This is an optimization exercise on Yosys and OpenROAD, whose aim is small area, not a production implementation.
Only simulation tests tie the RTL to the original design; equivalence was not proved.
The flow treats the clock pin as an ideal source. Dropping or thinning the clock tree relies on that and would not hold on a real chip.
Power figures rest on the tool's default switching activity, not on a simulated workload.

## spibone_core
module spibone_core (
    input  wire        clk,
    input  wire        rst,
    input  wire        sclk,
    input  wire        cs_n,
    input  wire        mosi,
    output wire        miso,
    output wire        miso_oe,
    output wire        bus_cyc,
    output wire        bus_stb,
    output wire        bus_we,
    output wire [29:0] bus_adr,
    output wire [31:0] bus_dat_w,
    output wire [3:0]  bus_sel,
    input  wire        bus_ack,
    input  wire        bus_err,
    input  wire [31:0] bus_dat_r
);
    localparam [2:0] S_HDR  = 3'd0,
                     S_ADDR = 3'd1,
                     S_VAL  = 3'd2,
                     S_BUS  = 3'd3,
                     S_WAIT = 3'd4,
                     S_RESP = 3'd5,
                     S_DATA = 3'd6,
                     S_END  = 3'd7;
    wire s_csn, din1, rise, fall, rise_next;
    spibone_sync u_sync (
        .clk       (clk),
        .rst       (rst),
        .raw_clk   (sclk),
        .raw_csn   (cs_n),
        .raw_din   (mosi),
        .csn       (s_csn),
        .din1      (din1),
        .rise      (rise),
        .fall      (fall),
        .rise_next (rise_next)
    );
    reg [2:0]  state;
    reg [4:0]  cnt;
    reg        is_write;
    reg        dout;
    reg [29:0] address;
    reg [31:0] value;
    wire clear    = rst | s_csn;
    wire waiting  = (state == S_BUS) | (state == S_WAIT);
  ...
Size in the first run: about 210 cells after synthesis, about 78 flip-flops, ~110 I/O pins.
export LEC_CHECK = 0
export CAP_MARGIN = 0
export CORE_MARGIN = 2
export CORE_UTILIZATION = 70
export PLACE_DENSITY = 0.8
export SLEW_MARGIN = 0
create_clock -name core_clock -period 5.0 [get_ports {clk}]
standard.sh (not shown) runs the stock make flow with config.mk's settings and CLKGATE_MAP_FILE= SYNTH_SCRIPT=/design/flow/synth_recipe.tcl, a recipe that flattens the netlist after the stock synthesis.
==> flow/flow/run.sh <==
#!/bin/bash
set -euo pipefail
export BUFFER_PORTS_ARGS="-buffer_cell sky130_fd_sc_hd__buf_1"
RES=orfs/results/${FLOW_PLATFORM}/spibone_core/base
bash standard.sh synth floorplan place > flow_place.log 2>&1
NCLK=${NCLK:-4} CLKBUF=${CLKBUF:-sky130_fd_sc_hd__clkbuf_8} ROOTBUF=${ROOTBUF:-sky130_fd_sc_hd__clkbuf_4} RES_DIR=$RES openroad -no_init -exit flow/cts.tcl > flow_cts.log 2>&1
cp $RES/4_1_cts.odb $RES/4_cts.odb
bash standard.sh finish > flow_finish.log 2>&1
==> flow/flow/cts.tcl <==
set plat $::env(FLOW_HOME)/platforms/$::env(FLOW_PLATFORM)
set res $::env(RES_DIR)
set k $::env(NCLK)
read_liberty $plat/lib/sky130_fd_sc_hd__tt_025C_1v80.lib
read_db $res/3_place.odb
read_sdc $res/3_place.sdc
source $plat/setRC.tcl

set block [ord::get_db_block]
set clk_net [$block findNet clk]
set sinks {}
foreach it [$clk_net getITerms] {
  set b [[$it getInst] getBBox]
  lappend sinks [list $it [expr {([$b xMin] + [$b xMax]) / 2.0}] [expr {([$b yMin] + [$b yMax]) / 2.0}]]
}
set n [llength $sinks]
puts "clock sinks: $n"

# balanced recursive bisection: split the longer side at the median
proc split_groups {pts k} {
  if {$k <= 1} { return [list $pts] }
  set xs [lmap p $pts {lindex $p 1}]
  set ys [lmap p $pts {lindex $p 2}]
  set w [expr {[tcl::mathfunc::max {*}$xs] - [tcl::mathfunc::min {*}$xs]}]
  set h [expr {[tcl::mathfunc::max {*}$ys] - [tcl::mathfunc::min {*}$ys]}]
  set idx [expr {$w >= $h ? 1 : 2}]
  set sorted [lsort -real -index $idx $pts]
  set k1 [expr {$k / 2}]
  set n1 [expr {int(round([llength $pts] * double($k1) / $k))}]
  return [concat [split_groups [lrange $sorted 0 [expr {$n1 - 1}]] $k1] \
                 [split_groups [lrange $sorted $n1 end] [expr {$k - $k1}]]]
}
set groups [split_groups $sinks $k]
set cx {}
set cy {}
set cnt {}
foreach g $groups {
  set sx 0.0
  set sy 0.0
  foreach p $g { set sx [expr {$sx + [lindex $p 1]}]; set sy [expr {$sy + [lindex $p 2]}] }
  lappend cx [expr {$sx / [llength $g]}]
  lappend cy [expr {$sy / [llength $g]}]
  lappend cnt [llength $g]
}
puts "cluster sizes: $cnt"

# with more than 4 leaf buffers, a root buffer drives them (the clock port
# may feed only a few cells directly)
set root_net $clk_net
if {$k > 4} {
  set rmaster [[ord::get_db] findMaster $::env(ROOTBUF)]
  set rbuf [odb::dbInst_create $block $rmaster clkbuf_root]
  set root_net [odb::dbNet_create $block clk_root]
  $root_net setSigType CLOCK
  [$rbuf findITerm A] connect $clk_net
  [$rbuf findITerm X] connect $root_net
  set ax 0.0
  set ay 0.0
  foreach x $cx y $cy { set ax [expr {$ax + $x}]; set ay [expr {$ay + $y}] }
  $rbuf setLocation [expr {int($ax / $k)}] [expr {int($ay / $k)}]
  $rbuf setPlacementStatus PLACED
}

set master [[ord::get_db] findMaster $::env(CLKBUF)]
for {set c 0} {$c < $k} {incr c} {
  set buf [odb::dbInst_create $block $master clkbuf_leaf_$c]
  set net [odb::dbNet_create $block clk_leaf_$c]
  $net setSigType CLOCK
  [$buf findITerm A] connect $root_net
  [$buf findITerm X] connect $net
  $buf setLocation [expr {int([lindex $cx $c])}] [expr {int([lindex $cy $c])}]
  $buf setPlacementStatus PLACED
  lappend nets $net
}
foreach g $groups net $nets {
  foreach p $g {
    set it [lindex $p 0]
    $it disconnect
    $it connect $net
  }
}
detailed_placement
check_placement -verbose
set_propagated_clock [all_clocks]
estimate_parasitics -placement
report_clock_skew
report_checks -path_delay min_max
report_check_types -max_slew -max_capacitance -violators
write_db $res/4_1_cts.odb
write_sdc -no_timestamp $res/4_cts.sdc
The baseline ran to the end with no violations.
Next try:
--- a/flow/flow/run.sh
+++ b/flow/flow/run.sh
@@ -2,4 +2,5 @@
 set -euo pipefail
 export BUFFER_PORTS_ARGS="-buffer_cell sky130_fd_sc_hd__buf_1"
+export RECOVER_POWER=${RECOVER_POWER:-100}
 RES=orfs/results/${FLOW_PLATFORM}/spibone_core/base
 bash standard.sh synth floorplan place > flow_place.log 2>&1
- CAP_MARGIN: 0 -> 20
- SLEW_MARGIN: 0 -> 20
Effect: With this change the flow finished with max-capacitance violations, max-slew violations left. Sequential power is about the same. Wire length goes down by 0.65%. Hold slack barely changes. Setup slack gets worse by 0.87 ns. Clock power barely changes. Cell area goes down by about 0.3%. Fmax goes down by about 26%.
Next try:
--- a/flow/flow/run.sh
+++ b/flow/flow/run.sh
@@ -2,5 +2,4 @@
 set -euo pipefail
 export BUFFER_PORTS_ARGS="-buffer_cell sky130_fd_sc_hd__buf_1"
-export RECOVER_POWER=${RECOVER_POWER:-100}
 RES=orfs/results/${FLOW_PLATFORM}/spibone_core/base
 bash standard.sh synth floorplan place > flow_place.log 2>&1
With this change the flow went through all stages and came out clean.
Routed wire length goes up by about 0.65%.
Setup slack gains 0.87 ns.
Synthesized area is unchanged.
Design area came out higher by 0.31%.
Critical path depth shrinks by 2.
Maximum frequency climbs by about 35%.
Next try:
- CORE_UTILIZATION: 70 -> 40
- PLACE_DENSITY: 0.8 -> 0.6
- The changed run produced a clean layout
- total power increases by 0.34%
- design area is higher by 1.7%
- worst hold slack gets better by 0.0067 ns
- sequential power is about the same
- final cell count grows by 14%
- flip-flop and latch count does not change
- clock power rose by about 2%
- area after synthesis does not change
- die area rises by 70%
Next try:
--- a/flow/flow/run.sh
+++ b/flow/flow/run.sh
@@ -2,4 +2,5 @@
 set -euo pipefail
 export BUFFER_PORTS_ARGS="-buffer_cell sky130_fd_sc_hd__buf_1"
+export DOWNSIZE=${DOWNSIZE:-1}
 RES=orfs/results/${FLOW_PLATFORM}/spibone_core/base
 bash standard.sh synth floorplan place > flow_place.log 2>&1
--- a/flow/flow/cts.tcl
+++ b/flow/flow/cts.tcl
@@ -80,7 +80,16 @@
   }
 }
+set_propagated_clock [all_clocks]
+estimate_parasitics -placement
+if {[info exists ::env(DOWNSIZE)] && $::env(DOWNSIZE)} {
+  # downsize cells off the critical paths (synthesis sizes for speed), then
+  # repair any slew/capacitance limits this breaks
+  set_dont_use [get_lib_cells {sky130_fd_sc_hd__probe* sky130_fd_sc_hd__lpflow_*}]
+  repair_timing -recover_power 100 -verbose
+  estimate_parasitics -placement
+  repair_design -slew_margin 20 -cap_margin 20 -verbose
+}
 detailed_placement
 check_placement -verbose
-set_propagated_clock [all_clocks]
 estimate_parasitics -placement
 report_clock_skew
- CORE_UTILIZATION: 40 -> 70
- PLACE_DENSITY: 0.6 -> 0.8
What happened: The new run completed with no timing, DRC or antenna violations. Clock skew goes down by 0.0037 ns. Global-route usage came out higher by 9.1 points. Fmax went down by 0.77%. Cell area is lower by 0.91%.
No run of this note takes its clock network from TritonCTS; it comes from the design's own scripts or RTL.

static timing again, ports no longer ideal:
The flow's constraints put no driver on any port. The routed layouts listed below were extracted and timed again, unchanged, in two steps.
Step 1 (the two cells are an assumption about what drives the block):
set clk [get_ports {clk}]
set_driving_cell -lib_cell sky130_fd_sc_hd__clkbuf_16 $clk
set_driving_cell -lib_cell sky130_fd_sc_hd__buf_2 [delete_from_list [all_inputs] $clk]
Step 2 also shifts input and output timing later by t, the mid clock arrival at the registers, as if the neighbouring blocks saw the same clock.
a / b / c = ideal ports / drivers / drivers and shift; a / b = the first two.
| run | shift t [ns] | setup WS [ns] | worst hold slack (ns) |
|---|---|---|---|
| the first run | 0.217 | 2.532 / 2.476 / 2.491 | 0.360 / 0.360 / 0.360 |
| the second run | 0.219 | 1.665 / 1.665 / 1.573 | 0.360 / 0.360 / 0.360 |
| the third run | 0.217 | 2.532 / 2.476 / 2.491 | 0.360 / 0.360 / 0.360 |
| the fourth run | 0.221 | 2.566 / 2.508 / 2.485 | 0.367 / 0.367 / 0.367 |
| the fifth run | 0.220 | 2.548 / 2.491 / 2.528 | 0.359 / 0.359 / 0.359 |
For the second run, which loses most, drivers alone change the setup slack by 0.000 ns; drivers and shift together by -0.092 ns.
